This is an optimization exercise on Yosys and OpenROAD, whose aim is small area and a short achievable clock period, not a production implementation.
Where RTL was checked, it was by simulation tests only, not by an equivalence proof against the original.
Power and IR drop assume default switching activity.

// zec
module zec (
    input  wire        clk,
    input  wire        rst,
    input  wire        t_valid,
    input  wire [39:0] t_cmd,
    output wire        t_ready,
    output reg         t_rsp_valid,
    output wire [39:0] t_rsp,
    input  wire        h_valid,
    input  wire [39:0] h_cmd,
    output wire        h_ready,
    output reg         h_rsp_valid,
    output wire [39:0] h_rsp,
    output reg         hnote
);
    localparam [2:0] ST_OK        = 3'd0;
    localparam [2:0] ST_EMPTY     = 3'd1;
    localparam [2:0] ST_FULL      = 3'd2;
    localparam [2:0] ST_NOT_READY = 3'd3;
    localparam [2:0] ST_VMISMATCH = 3'd4;
    localparam [2:0] ST_BAD_ARG   = 3'd5;
    localparam [2:0] ST_ILLEGAL   = 3'd6;
    reg [1:0]   hs;
    reg [7:0]   seq;
    reg         nen;
    reg         npend;
    reg         prio_t;
    reg [3:0]   rxh, rxt, txh, txt;
    reg [127:0] rxm;             
    reg [127:0] txm;
    reg [7:0]   zrun;
    reg [7:0]   zc;
    reg         esc;
    reg [31:0]  txcount, rxcount;
    reg [2:0]   r_st;
    reg [4:0]   r_lb;
    reg         r_rd;            
    reg [4:0]   r_ra;            
    reg         r_ssr, r_txc, r_rxc, r_drx, r_dtx;
    wire hs_on = |hs;
    wire fire  = npend & nen & hs_on;
    assign t_ready = ~rst & ~fire & ~(h_valid & ~prio_t);
    assign h_ready = ~rst & ~fire & ~(t_valid &  prio_t);
    wire gnt_t = t_valid & t_ready;
    wire gnt_h = h_valid & h_ready;
    wire [3:0] rxc   = rxh - rxt;
  ...
clock: 13.0 ns
lec_check: 0
cap_margin: 20
core_margin: 2
core_utilization: 40
slew_margin: 20
standard.sh (not shown) runs the stock make flow with config.mk's settings and CLKGATE_MAP_FILE= SYNTH_SCRIPT=/design/flow/synth_recipe.tcl, a recipe that flattens the netlist after the stock synthesis.
==> flow/flow/run.sh <==
#!/bin/bash
# Layout flow: the standard flow (standard.sh), with plain buf_1 cells as
# the port buffers instead of the delay cells buffer_ports picks by default,
# and timing repair aimed further below the constraint.
set -euo pipefail
bash standard.sh "BUFFER_PORTS_ARGS=-buffer_cell sky130_fd_sc_hd__buf_1" SETUP_SLACK_MARGIN=7 finish > standard_flow.log 2>&1
Next try:
==> flow/flow/run.sh (replaced) <==
#!/bin/bash
# Layout flow: the standard flow (standard.sh) with three changes:
# - plain buf_1 cells as the port buffers instead of the delay cells that
#   buffer_ports picks by default;
# - timing repair aimed further below the constraint;
# - a clock tree from smaller buffers in larger sink clusters, without dummy
#   loads.
set -euo pipefail
bash standard.sh \
  "BUFFER_PORTS_ARGS=-buffer_cell sky130_fd_sc_hd__buf_1" \
  SETUP_SLACK_MARGIN=7.5 \
  "CTS_ARGS=-sink_clustering_enable -repair_clock_nets -dont_use_dummy_load -sink_clustering_size 18 -sink_clustering_max_diameter 50 -buf_list {sky130_fd_sc_hd__clkbuf_8}" \
  finish > standard_flow.log 2>&1
CORE_UTILIZATION = 60   (was 40)
Result:
- cell count shrinks by 8.6%
- sequential power hardly moves
- global-route usage grows by 13 points
- power shrinks by 28%
- final area shrinks by 2.8%
- worst setup slack gets better by 210 ps
- die area shrinks by 33%
Next try:
==> flow/flow/run.sh (replaced) <==
#!/bin/bash
# Layout flow: the standard flow (standard.sh), with plain buf_1 cells as
# the port buffers instead of the delay cells buffer_ports picks by default.
set -euo pipefail
bash standard.sh "BUFFER_PORTS_ARGS=-buffer_cell sky130_fd_sc_hd__buf_1" finish > standard_flow.log 2>&1
CORE_UTILIZATION = 40   (was 60)
SETUP_SLACK_MARGIN = 5   (was not set)
Outcome: Global-route usage came out lower by 13 points. Critical path depth came out higher by 6. Design area came out higher by 0.47%. Setup slack is worse by 1100 ps. Count of clock-buffer cells in the layout came out higher by 16.
Next try:
==> flow/flow/run.sh (replaced) <==
#!/bin/bash
# Layout flow: the standard flow (standard.sh) with three changes:
# - plain buf_1 cells as the port buffers instead of the delay cells that
#   buffer_ports picks by default;
# - timing repair aimed further below the constraint;
# - a clock tree from smaller buffers in larger sink clusters, without dummy
#   loads.
set -euo pipefail
bash standard.sh \
  "BUFFER_PORTS_ARGS=-buffer_cell sky130_fd_sc_hd__buf_1" \
  SETUP_SLACK_MARGIN=7.3 \
  "CTS_ARGS=-sink_clustering_enable -repair_clock_nets -dont_use_dummy_load -sink_clustering_size 18 -sink_clustering_max_diameter 50 -buf_list {sky130_fd_sc_hd__clkbuf_8}" \
  finish > standard_flow.log 2>&1
CORE_UTILIZATION = 60   (was 40)
SETUP_SLACK_MARGIN = not set   (was 5)
=> Power went down by 23%; non-clock buffer count is higher by 4; die area drops by 33%; routed wire length drops by 3.5%; count of clock-buffer cells in the layout decreases by 17; clock power shrinks by 48%; worst setup slack gets better by 1000 ps; global-route usage goes up by 12 points.
Next try:
==> flow/flow/run.sh (replaced) <==
#!/bin/bash
# Layout flow: the standard flow (standard.sh) with three changes:
# - plain buf_1 cells as the port buffers instead of the delay cells that
#   buffer_ports picks by default;
# - timing repair aimed further below the constraint;
# - a clock tree from smaller buffers, without dummy loads.
set -euo pipefail
bash standard.sh \
  "BUFFER_PORTS_ARGS=-buffer_cell sky130_fd_sc_hd__buf_1" \
  SETUP_SLACK_MARGIN=7.3 \
  "CTS_ARGS=-sink_clustering_enable -repair_clock_nets -dont_use_dummy_load -buf_list {sky130_fd_sc_hd__clkbuf_4 sky130_fd_sc_hd__clkbuf_8}" \
  finish > standard_flow.log 2>&1
=> Final area climbs by 1.6%. Via count climbs by 1.0%. Setup slack is about the same. Total power climbs by 11%. Wire length climbs by 0.62%. Die area stays the same. Global-route usage climbs by 0.15 points. Clock-buffer cell count climbs by 28. Sequential power is about the same. Core utilization climbs by 1.0 points.

* * *

Another version of the RTL of zec (not shown whole).
Size in the first run: roughly 400 flip-flops, about 170 I/O pins, about 0.023 mm^2 of cells after synthesis.
Design zec, start of the top module:
module zec (
    input  wire        clk,
    input  wire        rst,
    input  wire        t_valid,
    input  wire [39:0] t_cmd,
    output wire        t_ready,
    output reg         t_rsp_valid,
    output wire [39:0] t_rsp,
    input  wire        h_valid,
    input  wire [39:0] h_cmd,
    output wire        h_ready,
    output reg         h_rsp_valid,
    output wire [39:0] h_rsp,
    output reg         hnote
);
    localparam [2:0] ST_OK        = 3'd0;
    localparam [2:0] ST_EMPTY     = 3'd1;
    localparam [2:0] ST_FULL      = 3'd2;
    localparam [2:0] ST_NOT_READY = 3'd3;
    localparam [2:0] ST_VMISMATCH = 3'd4;
    localparam [2:0] ST_BAD_ARG   = 3'd5;
    localparam [2:0] ST_ILLEGAL   = 3'd6;
    reg [1:0]   hs;
    reg [7:0]   seq;
    reg         nen;
    reg         npend;
    reg         prio_t;
    reg [3:0]   rxh, rxt, txh, txt;
    reg [127:0] rxm;             
    reg [127:0] txm;
    reg [7:0]   zrun;
    reg [7:0]   zc;
    reg         esc;
    reg [31:0]  txcount, rxcount;
    reg [2:0]   r_st;
    reg [4:0]   r_lb;
    reg         r_rd;            
    reg         r_tx;
    reg [3:0]   r_ra;
    reg [7:0]   r_rxb;           
    reg         r_80;            
    reg         r_ssr, r_txc, r_rxc, r_drx, r_dtx;
    wire hs_on = |hs;
    wire fire  = npend & nen & hs_on;
    assign t_ready = ~rst & ~fire & ~(h_valid & ~prio_t);
    assign h_ready = ~rst & ~fire & ~(t_valid &  prio_t);
    wire gnt_t = t_valid & t_ready;
    wire gnt_h = h_valid & h_ready;
    wire [3:0] rxc   = rxh - rxt;
    wire [3:0] txc   = txh - txt;
    wire       rx_e  = (rxh == rxt);
    wire       tx_e  = (txh == txt);
    wire       rx_f  = (rxc == 4'd15);
    wire       rx_1  = (rxc == 4'd1);
    wire [3:0] txfree = ~txc;      
    wire [3:0] rxt1  = rxt + 4'd1;
    wire [7:0] hop  = h_cmd[39:32];
    wire [3:0] pa   = h_cmd[3:0];
    wire       hp86 = (hop == 8'h86);
    wire       psel = h_valid & ~(t_valid & prio_t) & hp86;
    wire [3:0] ra0  = psel ? pa : rxt;
    wire [7:0] rv0 = rxm[8*ra0  +: 8];
  ...
==> flow/config.mk <==
export PLATFORM = sky130hd
export DESIGN_NAME = zec
export DESIGN_NICKNAME = zec
export VERILOG_FILES = /design/flow/design.v
export SDC_FILE = /design/flow/constraint.sdc
export NUM_CORES = 4
export LEC_CHECK = 0
export CAP_MARGIN = 20
export CORE_MARGIN = 2
export CORE_UTILIZATION = 60
export SLEW_MARGIN = 20
==> flow/constraint.sdc <==
create_clock -name core_clock -period 13.0 [get_ports {clk}]
set_input_delay 2.6000 -clock core_clock [delete_from_list [all_inputs] [get_ports {clk}]]
set_output_delay 2.6000 -clock core_clock [all_outputs]
set_load 0.01 [all_outputs]
==> flow/flow/run.sh <==
#!/bin/bash
# Layout flow: the standard flow (standard.sh) with three changes:
# - plain buf_1 cells as the port buffers instead of the delay cells that
#   buffer_ports picks by default;
# - timing repair aimed further below the constraint;
# - a clock tree from smaller buffers, without dummy loads.
set -euo pipefail
bash standard.sh \
  "BUFFER_PORTS_ARGS=-buffer_cell sky130_fd_sc_hd__buf_1" \
  SETUP_SLACK_MARGIN=7 \
  "CTS_ARGS=-sink_clustering_enable -repair_clock_nets -dont_use_dummy_load -buf_list {sky130_fd_sc_hd__clkbuf_4 sky130_fd_sc_hd__clkbuf_8}" \
  finish > standard_flow.log 2>&1
Next try:
CORE_UTILIZATION = 40   (was 60)
Effect: The changed run completed with no timing, DRC or antenna violations. Power came out higher slightly. Register-to-register slack degrades by 50 ps. Area after synthesis stays the same.
Function was not checked in any run of this note: the RTL went through the layout flow alone.

* * *

RTL: one of the versions met above, not the one the previous note started from.
For scale: roughly 390 flip-flops, about 170 I/O pins, roughly 23000 um2 of cells after synthesis.
==> flow/design.v (excerpt) <==
module zec (
    input  wire        clk,
    input  wire        rst,
    input  wire        t_valid,
    input  wire [39:0] t_cmd,
    output wire        t_ready,
    output reg         t_rsp_valid,
    output wire [39:0] t_rsp,
    input  wire        h_valid,
    input  wire [39:0] h_cmd,
    output wire        h_ready,
    output reg         h_rsp_valid,
    output wire [39:0] h_rsp,
    output reg         hnote
);
    localparam [2:0] ST_OK        = 3'd0;
    localparam [2:0] ST_EMPTY     = 3'd1;
    localparam [2:0] ST_FULL      = 3'd2;
    localparam [2:0] ST_NOT_READY = 3'd3;
    localparam [2:0] ST_VMISMATCH = 3'd4;
    localparam [2:0] ST_BAD_ARG   = 3'd5;
    localparam [2:0] ST_ILLEGAL   = 3'd6;
    reg [1:0]   hs;
    reg [7:0]   seq;
    reg         nen;
    reg         npend;
    reg         prio_t;
    reg [3:0]   rxh, rxt, txh, txt;
    reg [127:0] rxm;             
    reg [127:0] txm;
    reg [7:0]   zrun;
    reg [7:0]   zc;
    reg         esc;
    reg [31:0]  txcount, rxcount;
    reg [2:0]   r_st;
    reg [4:0]   r_lb;
    reg         r_rd;            
    reg [4:0]   r_ra;            
  ...
Settings: LEC_CHECK=0, CAP_MARGIN=20, CORE_MARGIN=2, CORE_UTILIZATION=60, SLEW_MARGIN=20; clock period 13.0 ns.
==> flow/flow/run.sh <==
#!/bin/bash
# Layout flow: the standard flow (standard.sh) with three changes:
# - plain buf_1 cells as the port buffers instead of the delay cells that
#   buffer_ports picks by default;
# - timing repair aimed further below the constraint;
# - a clock tree from smaller buffers in larger sink clusters, without dummy
#   loads.
set -euo pipefail
bash standard.sh \
  "BUFFER_PORTS_ARGS=-buffer_cell sky130_fd_sc_hd__buf_1" \
  SETUP_SLACK_MARGIN=7 \
  "CTS_ARGS=-sink_clustering_enable -repair_clock_nets -dont_use_dummy_load -sink_clustering_size 18 -sink_clustering_max_diameter 50 -buf_list {sky130_fd_sc_hd__clkbuf_8}" \
  finish > standard_flow.log 2>&1
==> next run, changes <==
==> flow/flow/run.sh (replaced) <==
#!/bin/bash
# Layout flow: the standard flow (standard.sh) with three changes:
# - plain buf_1 cells as the port buffers instead of the delay cells that
#   buffer_ports picks by default;
# - timing repair aimed further below the constraint;
# - a clock tree from smaller buffers, without dummy loads.
set -euo pipefail
bash standard.sh \
  "BUFFER_PORTS_ARGS=-buffer_cell sky130_fd_sc_hd__buf_1" \
  SETUP_SLACK_MARGIN=7 \
  "CTS_ARGS=-sink_clustering_enable -repair_clock_nets -dont_use_dummy_load -buf_list {sky130_fd_sc_hd__clkbuf_4 sky130_fd_sc_hd__clkbuf_8}" \
  finish > standard_flow.log 2>&1
--- a/flow/config.mk
+++ b/flow/config.mk
@@ -8,4 +8,4 @@
 export CAP_MARGIN = 20
 export CORE_MARGIN = 2
-export CORE_UTILIZATION = 60
+export CORE_UTILIZATION = 40
 export SLEW_MARGIN = 20
Outcome: Wire length is higher by 2.8%; synthesized cell count stays the same; die area climbs by 49%; core utilization fell by 20 points; total power came out higher by 14%; critical path depth stays the same; count of clock-buffer cells in the layout goes up by 32; synthesized area does not change; via count stays flat; clock skew came out lower by 0.028 ns.

* * *

zec again, from the RTL that the note above started with.
export LEC_CHECK = 0
export CAP_MARGIN = 20
export CORE_MARGIN = 2
export CORE_UTILIZATION = 68
export SLEW_MARGIN = 20
create_clock -name core_clock -period 13.0 [get_ports {clk}]
==> flow/flow/run.sh <==
#!/bin/bash
# Layout flow: the standard flow (standard.sh) with three changes:
# - plain buf_1 cells as the port buffers instead of the delay cells that
#   buffer_ports picks by default;
# - timing repair aimed further below the constraint;
# - a clock tree from smaller buffers, without dummy loads.
set -euo pipefail
bash standard.sh \
  "BUFFER_PORTS_ARGS=-buffer_cell sky130_fd_sc_hd__buf_1" \
  SETUP_SLACK_MARGIN=7 \
  "CTS_ARGS=-sink_clustering_enable -repair_clock_nets -dont_use_dummy_load -buf_list {sky130_fd_sc_hd__clkbuf_4 sky130_fd_sc_hd__clkbuf_8}" \
  finish > standard_flow.log 2>&1
The starting point went through all stages and came out clean.
Rerun with:
--- a/flow/config.mk
+++ b/flow/config.mk
@@ -10 +10 @@
-export CORE_UTILIZATION = 68
+export CORE_UTILIZATION = 60
The changed run finished clean.
Clock power rose by about 0.4%.
Global-route usage is lower by 3.2 points.
Synthesized area does not change.
Wire length grows by 2.8%.
Sequential power is about the same.
Hold slack is worse by 16 ps.
Setup slack improves by 59 ps.

* * *

Another version of the RTL of zec (not shown whole).
For scale: roughly 2100 cells after synthesis, ~23000 µm² of cells after synthesis.
Settings: LEC_CHECK=0, CAP_MARGIN=20, CORE_MARGIN=2, CORE_UTILIZATION=60, SLEW_MARGIN=20; clock period 13.0 ns.
==> flow/flow/run.sh <==
#!/bin/bash
# Layout flow: the standard flow (standard.sh) with three changes:
# - plain buf_1 cells as the port buffers instead of the delay cells that
#   buffer_ports picks by default;
# - timing repair aimed further below the constraint;
# - a clock tree from smaller buffers in larger sink clusters, without dummy
#   loads.
set -euo pipefail
bash standard.sh \
  "BUFFER_PORTS_ARGS=-buffer_cell sky130_fd_sc_hd__buf_1" \
  SETUP_SLACK_MARGIN=7.3 \
  "CTS_ARGS=-sink_clustering_enable -repair_clock_nets -dont_use_dummy_load -sink_clustering_size 18 -sink_clustering_max_diameter 50 -buf_list {sky130_fd_sc_hd__clkbuf_8}" \
  finish > standard_flow.log 2>&1
The baseline ran to the end with no violations.
Change:
==> flow/flow/run.sh (replaced) <==
#!/bin/bash
# Layout flow: the standard flow (standard.sh) with three changes:
# - plain buf_1 cells as the port buffers instead of the delay cells that
#   buffer_ports picks by default;
# - timing repair aimed further below the constraint;
# - a clock tree from smaller buffers, without dummy loads.
set -euo pipefail
bash standard.sh \
  "BUFFER_PORTS_ARGS=-buffer_cell sky130_fd_sc_hd__buf_1" \
  SETUP_SLACK_MARGIN=7 \
  "CTS_ARGS=-sink_clustering_enable -repair_clock_nets -dont_use_dummy_load -buf_list {sky130_fd_sc_hd__clkbuf_4 sky130_fd_sc_hd__clkbuf_8}" \
  finish > standard_flow.log 2>&1
CORE_UTILIZATION = 40   (was 60)
Result:
- routed wire length increases by a few percent
- final cell count increases by roughly a tenth
- global-route usage decreases by 12 points
- worst setup slack gets worse by 140 ps
- core utilization decreases by 22 points
- clock power increases by a quarter to a third
- synthesized area is unchanged
- design area increases slightly

## afterwards: timing with drivers on the ports
No port has a modelled driver above. Below, the same layouts with a new extraction and two added sets of constraints.
Step 1 (the two cells are an assumption about what drives the block):
set clk [get_ports {clk}]
set_driving_cell -lib_cell sky130_fd_sc_hd__clkbuf_16 $clk
set_driving_cell -lib_cell sky130_fd_sc_hd__buf_2 [delete_from_list [all_inputs] $clk]
Step 2 moves the port delays by t, midway between the first and last clock arrival at a register: inputs arrive t later, outputs are due t later. That takes back most of the time a late clock gives input paths.
Slacks: ideal / step 1 / step 2; pairs: ideal / step 1.
| run | shift t [ns] | slack for setup (ns) | worst register clock-pin slew, ns |
|---|---|---|---|
| the first run of note 1 | 0.647 | 7.084 / 7.048 / 6.525 | 0.06 / 0.06 |
| the second run of note 1 | 0.670 | 7.291 / 7.226 / 6.812 | 0.10 / 0.10 |
| the third run of note 1 | 0.659 | 6.236 / 6.274 / 5.615 | 0.07 / 0.07 |
| the fourth run of note 1 | 0.675 | 7.254 / 7.212 / 6.706 | 0.11 / 0.11 |
| the fifth run of note 1 | 0.654 | 7.252 / 7.211 / 6.693 | 0.06 / 0.06 |
| the first run of note 2 | 0.661 | 6.397 / 6.411 / 5.749 | 0.07 / 0.07 |
| the second run of note 2 | 0.673 | 6.544 / 6.568 / 5.895 | 0.06 / 0.06 |
| the first run of note 3 | 0.657 | 7.041 / 7.006 / 6.414 | 0.11 / 0.11 |
| the second run of note 3 | 0.679 | 7.040 / 7.055 / 6.375 | 0.07 / 0.07 |
| the first run of note 4 | 0.670 | 7.006 / 6.967 / 6.367 | 0.07 / 0.07 |
| the second run of note 4 | 0.657 | 7.064 / 7.045 / 6.517 | 0.07 / 0.07 |
| the first run of note 5 | 0.674 | 7.185 / 7.199 / 6.541 | 0.11 / 0.11 |
| the second run of note 5 | 0.674 | 7.042 / 7.032 / 6.358 | 0.07 / 0.07 |
After both steps setup and hold are still met in every run listed. The setup slack of the second run of note 5, which loses most, moves by -0.010 ns with the drivers and by -0.684 ns with both steps.
